This design comes from an exercise in tuning for small area, a short achievable clock period and few clock cycles per item on the open sky130 flow, not from production work.
No functional check of the RTL was part of this run.
Power is estimated from default activity; no workload was simulated.

$ cat flow/design.v
module fp32_lzc24 (
    input  wire [23:0] v,
    output reg  [4:0]  n
);
    integer i;
    always @(*) begin
        n = 5'd24;
        for (i = 0; i < 24; i = i + 1)
            if (v[i]) n = 5'd23 - i[4:0];
    end
endmodule
module fp32_lzc27 (
    input  wire [26:0] v,
    output reg  [4:0]  n
);
    integer i;
    always @(*) begin
        n = 5'd27;
        for (i = 0; i < 27; i = i + 1)
            if (v[i]) n = 5'd26 - i[4:0];
    end
endmodule
module fp32_mul (
    input  wire        clk,
    input  wire [31:0] a,
    input  wire [31:0] b,
    output reg  [31:0] y
);
    wire       sa = a[31], sb = b[31];
    wire [7:0] ea = a[30:23], eb = b[30:23];
    wire a_zero = (a[30:0] == 31'd0);
    wire b_zero = (b[30:0] == 31'd0);
    wire a_max  = (ea == 8'hFF), b_max = (eb == 8'hFF);
    wire a_nan  = a_max & (a[22:0] != 0);
    wire b_nan  = b_max & (b[22:0] != 0);
    wire a_inf  = a_max & (a[22:0] == 0);
    wire b_inf  = b_max & (b[22:0] == 0);
    wire [23:0] ma = {ea != 8'd0, a[22:0]};
    wire [23:0] mb = {eb != 8'd0, b[22:0]};
    wire [4:0]  lza, lzb;
    fp32_lzc24 u_lza (.v(ma), .n(lza));
    fp32_lzc24 u_lzb (.v(mb), .n(lzb));
    wire [23:0] man = ma << lza;
    wire [23:0] mbn = mb << lzb;
    wire signed [9:0] e1 = $signed({2'b0, ea | {7'd0, ea == 8'd0}})
                         + $signed({2'b0, eb | {7'd0, eb == 8'd0}})
                         - $signed({5'd0, lza}) - $signed({5'd0, lzb}) - 10'sd127;
    wire r_nan  = a_nan | b_nan | (a_inf & b_zero) | (b_inf & a_zero);
    wire r_inf  = a_inf | b_inf;
    wire r_zero = a_zero | b_zero;
    reg  [22:0] s2_ma, s2_mb;
    reg  signed [9:0] s2_e;
    reg         s2_s, s2_nan, s2_inf, s2_zero;
    always @(posedge clk) begin
        s2_ma   <= man[22:0];
        s2_mb   <= mbn[22:0];
        s2_e    <= e1;
        s2_s    <= sa ^ sb;
        s2_nan  <= r_nan;
        s2_inf  <= r_inf;
        s2_zero <= r_zero;
    end
    wire [47:0] p = {1'b1, s2_ma} * {1'b1, s2_mb};
    reg  [25:0] s3_p;       
    reg         s3_st;      
    reg  signed [9:0] s3_e;
    reg         s3_s, s3_nan, s3_inf, s3_zero;
    always @(posedge clk) begin
        s3_p    <= p[47:22];
        s3_st   <= |p[21:0];
        s3_e    <= s2_e;
        s3_s    <= s2_s;
        s3_nan  <= s2_nan;
        s3_inf  <= s2_inf;
        s3_zero <= s2_zero;
    end
    wire        hi = s3_p[25];
    wire [24:0] m25 = hi ? s3_p[25:1] : s3_p[24:0];    
    wire        st  = s3_st | (hi & s3_p[0]);
    wire signed [9:0] en = s3_e + {9'd0, hi};
    wire        is_sub = (en < 10'sd1);
    wire [9:0]  dsh = 10'sd1 - en;                        
    wire [4:0]  dsc = (dsh > 10'd26) ? 5'd26 : dsh[4:0];
    wire [24:0] m_sh = is_sub ? (m25 >> dsc) : m25;
    reg         st_sh;
    integer i;
    always @(*) begin
        st_sh = 1'b0;
        for (i = 0; i < 25; i = i + 1)
            if (is_sub && (i < dsc) && m25[i]) st_sh = 1'b1;
    end
    wire        guard = m_sh[0];
    wire        lsb   = m_sh[1];
    wire        rnd   = guard & (lsb | st | st_sh);
    wire [7:0]  ef    = is_sub ? 8'd0 : en[7:0];
    wire        ovf   = !is_sub && (en > 10'sd254);
    wire [30:0] pk    = {ef, m_sh[23:1]} + {30'd0, rnd};
    always @(posedge clk) begin
        if (s3_nan)
            y <= 32'h7FC00000;
        else if (s3_inf)
            y <= {s3_s, 8'hFF, 23'd0};
        else if (s3_zero)
            y <= {s3_s, 31'd0};
        else if (ovf)
            y <= {s3_s, 8'hFF, 23'd0};
        else
            y <= {s3_s, pk};
    end
endmodule
module fp32_add (
    input  wire        clk,
    input  wire [31:0] a,
    input  wire [31:0] b,
    output wire [31:0] y
);
    wire a_max = (a[30:23] == 8'hFF), b_max = (b[30:23] == 8'hFF);
    wire a_nan = a_max & (a[22:0] != 0);
    wire b_nan = b_max & (b[22:0] != 0);
    wire a_inf = a_max & (a[22:0] == 0);
    wire b_inf = b_max & (b[22:0] == 0);
    wire        swap = (b[30:0] > a[30:0]);
    wire [31:0] x = swap ? b : a;
    wire [31:0] z = swap ? a : b;
    wire [7:0]  ex = x[30:23], ez = z[30:23];
    wire [7:0]  ex_e = ex | {7'd0, ex == 8'd0};
    wire [7:0]  ez_e = ez | {7'd0, ez == 8'd0};
    wire [7:0]  d_full = ex_e - ez_e;
    wire [4:0]  d = (d_full > 8'd26) ? 5'd26 : d_full[4:0];
    wire [26:0] mz = {ez != 8'd0, z[22:0], 3'b000};
    wire [26:0] mz_sh = mz >> d;
    reg         stk;
    integer i;
    always @(*) begin
        stk = 1'b0;
        for (i = 0; i < 27; i = i + 1)
            if ((i < d) && mz[i]) stk = 1'b1;
    end
    reg  [7:0]  s2_e;
    reg  [23:0] s2_mx;
    reg  [26:0] s2_mz;
    reg         s2_sx, s2_sub, s2_nan, s2_inf, s2_zs;
    always @(posedge clk) begin
        s2_e   <= ex_e;
        s2_mx  <= {ex != 8'd0, x[22:0]};
        s2_mz  <= {mz_sh[26:1], mz_sh[0] | stk};
        s2_sx  <= x[31];
        s2_sub <= x[31] ^ z[31];
        s2_nan <= a_nan | b_nan | (a_inf & b_inf & (a[31] ^ b[31]));
        s2_inf <= a_inf | b_inf;
        s2_zs  <= a[31] & b[31];
    end
    wire [27:0] sum = s2_sub ? ({1'b0, s2_mx, 3'b000} - {1'b0, s2_mz})
                             : ({1'b0, s2_mx, 3'b000} + {1'b0, s2_mz});
    wire [4:0]  lz;
    fp32_lzc27 u_lz (.v(sum[26:0]), .n(lz));
    wire [7:0]  em1 = s2_e - 8'd1;
    wire        lim = ({3'd0, lz} > em1);                
    wire [4:0]  sh  = lim ? em1[4:0] : lz;               
    wire [26:0] nsig = sum[26:0] << sh;
    wire [26:0] sig  = sum[27] ? {sum[27:2], sum[1] | sum[0]} : nsig;
    wire [8:0]  ee   = sum[27] ? {1'b0, s2_e} + 9'd1
                               : (sig[26] ? {1'b0, s2_e} - {4'd0, sh} : 9'd0);
    wire        rnd  = sig[2] & (sig[1] | sig[0] | sig[3]);
    wire [30:0] pk   = {ee[7:0], sig[25:3]} + {30'd0, rnd};
    wire        ovf  = (ee >= 9'd255);
    assign y = s2_nan ? 32'h7FC00000 :
               s2_inf ? {s2_sx, 8'hFF, 23'd0} :
               (sum == 28'd0) ? {s2_zs, 31'd0} :
               ovf ? {s2_sx, 8'hFF, 23'd0} :
               {s2_sx, pk};
endmodule
module stereo_biquad (
    input  wire        clk,
    input  wire        rst,           
    input  wire        cfg_we,
    input  wire [2:0]  cfg_addr,
    input  wire [31:0] cfg_wdata,
    input  wire        in_valid,
    output wire        in_ready,
    input  wire [31:0] in_l,
    input  wire [31:0] in_r,
    output reg         out_valid,
    output wire [31:0] out_l,
    output wire [31:0] out_r
);
    localparam [31:0] B0_RST = 32'h3EF65ADD;
    localparam [31:0] B1_RST = 32'h3F765ADD;
    localparam [31:0] B2_RST = 32'h3EF65ADD;
    localparam [31:0] A1_RST = 32'h3F2C0CB9;
    localparam [31:0] A2_RST = 32'h3E815203;
    reg        rst_q;
    reg [5:0]  cwe;         
    reg [31:0] cwd;
    always @(posedge clk) begin
        rst_q  <= rst;
        cwe[0] <= cfg_we & (cfg_addr == 3'd0);
        cwe[1] <= cfg_we & (cfg_addr == 3'd1);
        cwe[2] <= cfg_we & (cfg_addr == 3'd2);
        cwe[3] <= cfg_we & (cfg_addr == 3'd3);
        cwe[4] <= cfg_we & (cfg_addr == 3'd4);
        cwe[5] <= cfg_we & (cfg_addr == 3'd5);
        cwd    <= cfg_wdata;
    end
    reg [31:0] b0, b1, b2, a1, a2;
    always @(posedge clk) begin
        if (rst_q) begin
            b0 <= B0_RST;
            b1 <= B1_RST;
            b2 <= B2_RST;
            a1 <= A1_RST;
            a2 <= A2_RST;
        end else begin
            if (cwe[0]) b0 <= cwd;
            if (cwe[1]) b1 <= cwd;
            if (cwe[2]) b2 <= cwd;
            if (cwe[3]) a1 <= cwd;
            if (cwe[4]) a2 <= cwd;
        end
    end
    reg [13:0] slot;
    assign in_ready = !rst_q && !(|slot[8:0]);
    wire take = in_valid && in_ready;
    always @(posedge clk) begin
        if (rst_q) slot <= 14'd0;
        else       slot <= {slot[12:0], take};
    end
    reg [31:0] xl, xr;
    always @(posedge clk) begin
        if (in_ready) begin
            xl <= in_l;
            xr <= in_r;
        end
    end
    reg [31:0] x1l, x1r, x2l, x2r, y1l, y1r, y2l, y2r;
    assign out_l = y1l;
    assign out_r = y1r;
    wire [31:0] mul_a = ({32{slot[0] | slot[2]}} & b1)
                      | ({32{slot[1] | slot[3]}} & b0)
                      | ({32{slot[4] | slot[5]}} & b2)
                      | ({32{slot[6] | slot[7]}} & a1)
                      | ({32{slot[8] | slot[9]}} & a2);
    wire [31:0] mul_b = ({32{slot[0]}} & x1l) | ({32{slot[1]}} & xl)
                      | ({32{slot[2]}} & x1r) | ({32{slot[3]}} & xr)
                      | ({32{slot[4]}} & x2l) | ({32{slot[5]}} & x2r)
                      | ({32{slot[6]}} & y1l) | ({32{slot[7]}} & y1r)
                      | ({32{slot[8]}} & y2l) | ({32{slot[9]}} & y2r);
    wire [31:0] prod;
    fp32_mul u_mul (.clk(clk), .a(mul_a), .b(mul_b), .y(prod));
    reg [31:0] prod_d;
    always @(posedge clk) prod_d <= prod;
    reg  [31:0] acc;
    wire        neg   = slot[9] | slot[10] | slot[11] | slot[12];
    wire [31:0] add_a = (slot[4] | slot[6]) ? prod_d : acc;
    wire [31:0] add_b = {prod[31] ^ neg, prod[30:0]};
    wire [31:0] sum;
    fp32_add u_add (.clk(clk), .a(add_a), .b(add_b), .y(sum));
    always @(posedge clk) begin
        if (slot[5] | slot[7] | slot[8] | slot[9] | slot[10] | slot[11])
            acc <= sum;
    end
    always @(posedge clk) begin
        if (rst_q || cwe[5]) begin
            x1l <= 32'd0; x1r <= 32'd0; x2l <= 32'd0; x2r <= 32'd0;
            y1l <= 32'd0; y1r <= 32'd0; y2l <= 32'd0; y2r <= 32'd0;
        end else begin
            if (slot[5]) begin
                x2l <= x1l; x1l <= xl;
                x2r <= x1r; x1r <= xr;
            end
            if (slot[12]) begin
                y2l <= y1l; y1l <= sum;
            end
            if (slot[13]) begin
                y2r <= y1r; y1r <= sum;
            end
        end
    end
    always @(posedge clk) begin
        if (rst || rst_q) out_valid <= 1'b0;
        else              out_valid <= slot[13];
    end
endmodule
$ cat flow/run.sh
#!/bin/bash
# synth_recipe.tcl (not shown) runs the flow's synth.tcl, then flattens the netlist and writes it again
# the make line also repeats each setting of config.mk as NAME=value (left out here)
make -C /OpenROAD-flow-scripts/flow DESIGN_CONFIG=/design/flow/config.mk WORK_HOME=/design/flow/orfs CLKGATE_MAP_FILE= SYNTH_SCRIPT=/design/flow/synth_recipe.tcl finish
$ cat flow/config.mk
export PLATFORM = sky130hd
export DESIGN_NAME = stereo_biquad
export DESIGN_NICKNAME = stereo_biquad
export VERILOG_FILES = /design/flow/design.v
export SDC_FILE = /design/flow/constraint.sdc
export NUM_CORES = 4
export LEC_CHECK = 0
export CAP_MARGIN = 20
export CORE_MARGIN = 2
export CORE_UTILIZATION = 40
export SLEW_MARGIN = 20
$ cat flow/constraint.sdc
create_clock -name core_clock -period 19.0 [get_ports {clk}]
set_input_delay 3.8000 -clock core_clock [delete_from_list [all_inputs] [get_ports {clk}]]
set_output_delay 3.8000 -clock core_clock [all_outputs]
set_load 0.01 [all_outputs]
==> impl_metrics.ini <==
[hold_path]
holdCritPathClass = flip-flop to flip-flop

[worst_setup_path]
startpoint_type = flip-flop
crit_type = flip-flop to flip-flop
timing.critical_path.fanout_max = 20
cp-end-kind = flip-flop
cp_slowest_cell = a31oi_1
worstPathArrival_ns = 11.36
crit_path_frequent_cell = nor2_1
cpPeakStageDelay_ns = 0.83
worstPathRequired_ns = 19.61

[sta]
fin_worst_skew_ns = 0.08099
unrepaired_setup_endpoints_after_global_routing = no
timing_worst_slew_pin_value_ns = 1.025
hold_violations = 0
finalSetupViolCount = 0
fin_crit_ns = 10.75
fin_setup_tns_ns = 0
fin_ws_ns = 8.252
timing.final.max_slew_violations = 0
max_freq_ghz = 0.09304
slew_headroom_pct = 30.77
final_clock_period_utilization_by_the_worst_path_pct = 56.57

[cts]
htreeDepth = 3
hold_buffers = 0
post-cts-setup-buffers = 0
cts.sink_count = 795
cts_tree = yes
worstSkewPairLatency_ns = 0.75
root_buffer = clkbuf_16
cts_repair_resize_count = 0
numCtsBuffers = 87
path_clk_slew_ns = 0.07
clockBufferDepth = 3

[logic_synthesis]
yosysMostFrequentCell = dfxtp_1
synth-seq-area-share_pct = 27.21
syn-instance-count = 6998
syn_avg_cell_area_sq_um = 8.864
postSynthRegisterBits = 795
async_flop_share_pct = 0
synth.cell_area_sq_um = 62030
edff_count_synth = 96
synth_top_cells_by_area = dfxtp_1, fa_1, mux2i_1
post-synth-top-area-fraction_pct = 22.56
synth_top_cell_by_area = dfxtp_1
ys_warn_count = 5
dominantRegCellSynth = dfxtp_1
netlist_top_cells_count = dfxtp_1, inv_1, nor2_1
postSynthNetCount = 7884
synthDistinctLibCells = 105

[die]
floorplan.initialDensity_pct = 40.27
die_h_um = 397.8
die_area_sq_um = 158200
core_area_sq_um = 154000
design.portCount = 169
core.rowCount = 144
chipWidth_um = 397.8

[global_routing]
track_usage_pct = 25.39
grt_overflow_total = 0
grt_pass1_vias = 51165
maximum_number_of_pins_on_one_net_before_global_route_repair = 96
grt_first_pass_wirelength_mm = 313.7
grt_antenna_before_repair = 6

[route]
first_drt_pass_iteration_count = 6
viasPerCell = 5.774
routed_wl_mm = 204.9
vias = 52367
number_of_antenna_violating_nets_in_the_routed_design = 0
routedWlPerCell_um = 22.59
first_iter_violations = 4697
post-route-drc-count = 0

[finish]
n_fill_cell = 15098
fin_cells = 9070
area_delta_synth_final_pct = 10.74
nNetsFinal = 7838
multi_input_comb_area_sq_um = 41060
post_route_cells_drive_above_1_share_pct = 5.879
final-seq-area_sq_um = 16900

[place]
worst_case_setup_slack_after_placement_ns = 8.441
place.gp.congestion = 0.9376
dp_cells = 8906
hpwl_detailed_mm = 149.7
io_buffers = 168

[power]
max-vdd-ir-drop_uv = 72.46
cellPowerDensity_nw_per_um2 = 133.0
total_leakage_power_nw = 28.41

[run]
maxCapViolCount = 0

[run_status]
run_status = complete, no violations
-- metrics by stage --
stage          util, %  hold slack [ns]  power, mW  instance area [sq um]
3_3_place_gp     42.63           0.3105      7.292                  65670
5_1_grt          44.59           0.3284      9.766                  68690
6_report         44.59           0.3219      9.139                  68690
3_5_place_dp     42.63           0.3121      7.299                  65670
2_1_floorplan        -           0.3096      5.663                  62030
4_1_cts          44.57           0.3233      9.103                  68660
-- layout make-up --
| type | count | area share (%) |
|---|---|---|
| diodes | 1 | 0.003643 |
| clock buffers | 125 | 3.590 |
| clock inverters | 37 | 0.7577 |
| inverters | 702 | 3.836 |
| multi-input cells | 5086 | 59.77 |
| flip-flops and latches | 795 | 24.61 |
| well taps | 2044 | 3.723 |
| repair buffers | 280 | 3.708 |
-- critical path, delay by kind of cell, from the launching register on --
kind            cells  cell delay (ns)
fa+ha+maj           3             0.85
flops               1             0.35
simple gates       12             3.83
compound gates     14             5.23
buf+inv             2             0.34
-- metal layers --
layer	GRT usage, %	up-vias	wire length [um]
met5	0	-	0
met4	7.177	0	5431
met3	3.289	285	12960
met2	40.78	1899	93760
met1	35.66	26137	92740
li1	-	24046	-
-- report_power, final --
group	leakage (nW)	internal [mW]	switching, mW	total (mW)
Sequential	6.61	1.92	0.180	2.10
Clock	1.42	0.990	0.769	1.76
Combinational	20.4	1.87	3.41	5.28
Total	28.4	4.78	4.36	9.14
-- final timing paths --
path / start / endpoint / slack [ns] / cells after the start
setup / recovery: u_add.s2_mx[0]$_DFF_P_ / y1l[6]$_SDFFE_PP0P_ / 8.25 / 31
hold / removal: u_mul.s2_e[2]$_DFF_P_ / u_mul.s3_e[2]$_DFF_P_ / 0.32 / 0
setup reg to reg: u_add.s2_mx[0]$_DFF_P_ / y1l[6]$_SDFFE_PP0P_ / 8.25 / 31
hold reg to reg: u_mul.s2_e[2]$_DFF_P_ / u_mul.s3_e[2]$_DFF_P_ / 0.32 / 0
-- cell usage in the layout, fill, tap and decap left out, types with 47 or more instances in the layout --
master,synthesis,routed
a31oi_1,50,50
nor3_1,92,90
nand3_1,94,94
o211ai_1,52,52
a22o_1,59,59
ha_1,293,293
a21o_1,63,63
and2_1,255,255
clkbuf_16,0,89
nand2_1,619,618
dfxtp_1,699,683
inv_1,694,694
mux2i_1,444,444
and3_1,64,64
xnor2_1,88,86
clkdlybuf4s50_1,0,168
a221oi_1,84,84
buf_4,1,110
nand3b_1,57,57
nor2_1,623,620
edfxtp_1,96,96
o21a_1,47,47
a211o_1,112,112
a21oi_1,267,267
xor2_1,64,64
a22oi_1,71,71
nand4_1,60,60
o22ai_1,50,50
o21ai_0,227,227
fa_1,490,490
nor2b_1,137,137
-- cell families (layout without fill, tap and decap cells) --
logic type	Yosys count	in the layout	share of synthesized area (%)
flip-flops	795	795	27.21
buffers and inverters	1117	1144	6.789
multiplexers	500	500	8.399
other	0	1	0
AO/OA/AOI/OAI	1418	1418	16.12
XOR/XNOR	154	154	2.199
AND/OR/NAND/NOR	2229	2229	17.53
adder cells (fa/ha/maj)	785	785	21.76

==> re-timing with driven ports <==
No port has a modelled driver above. Below, the same layout with a new extraction and two added sets of constraints.
Step 1 sets driving cells, clkbuf_16 on the clock port and buf_2 on the other inputs (assumed; they add their load-dependent delay and slew).
Step 2 also shifts input and output timing later by t, the mid clock arrival at the registers, as if the neighbouring blocks saw the same clock.
Three values: no drivers, after step 1, after step 2; two values: the first two.
t (ns): 0.786
setup slack, ns: 8.252 / 8.252 / 8.252
hold WS [ns]: 0.322 / 0.322 / 0.322
cell pins on the clock port's net: 1
After both steps this run still meets setup and hold. The setup slack of this run moves by 0.000 ns with the drivers and by 0.000 ns with both steps.
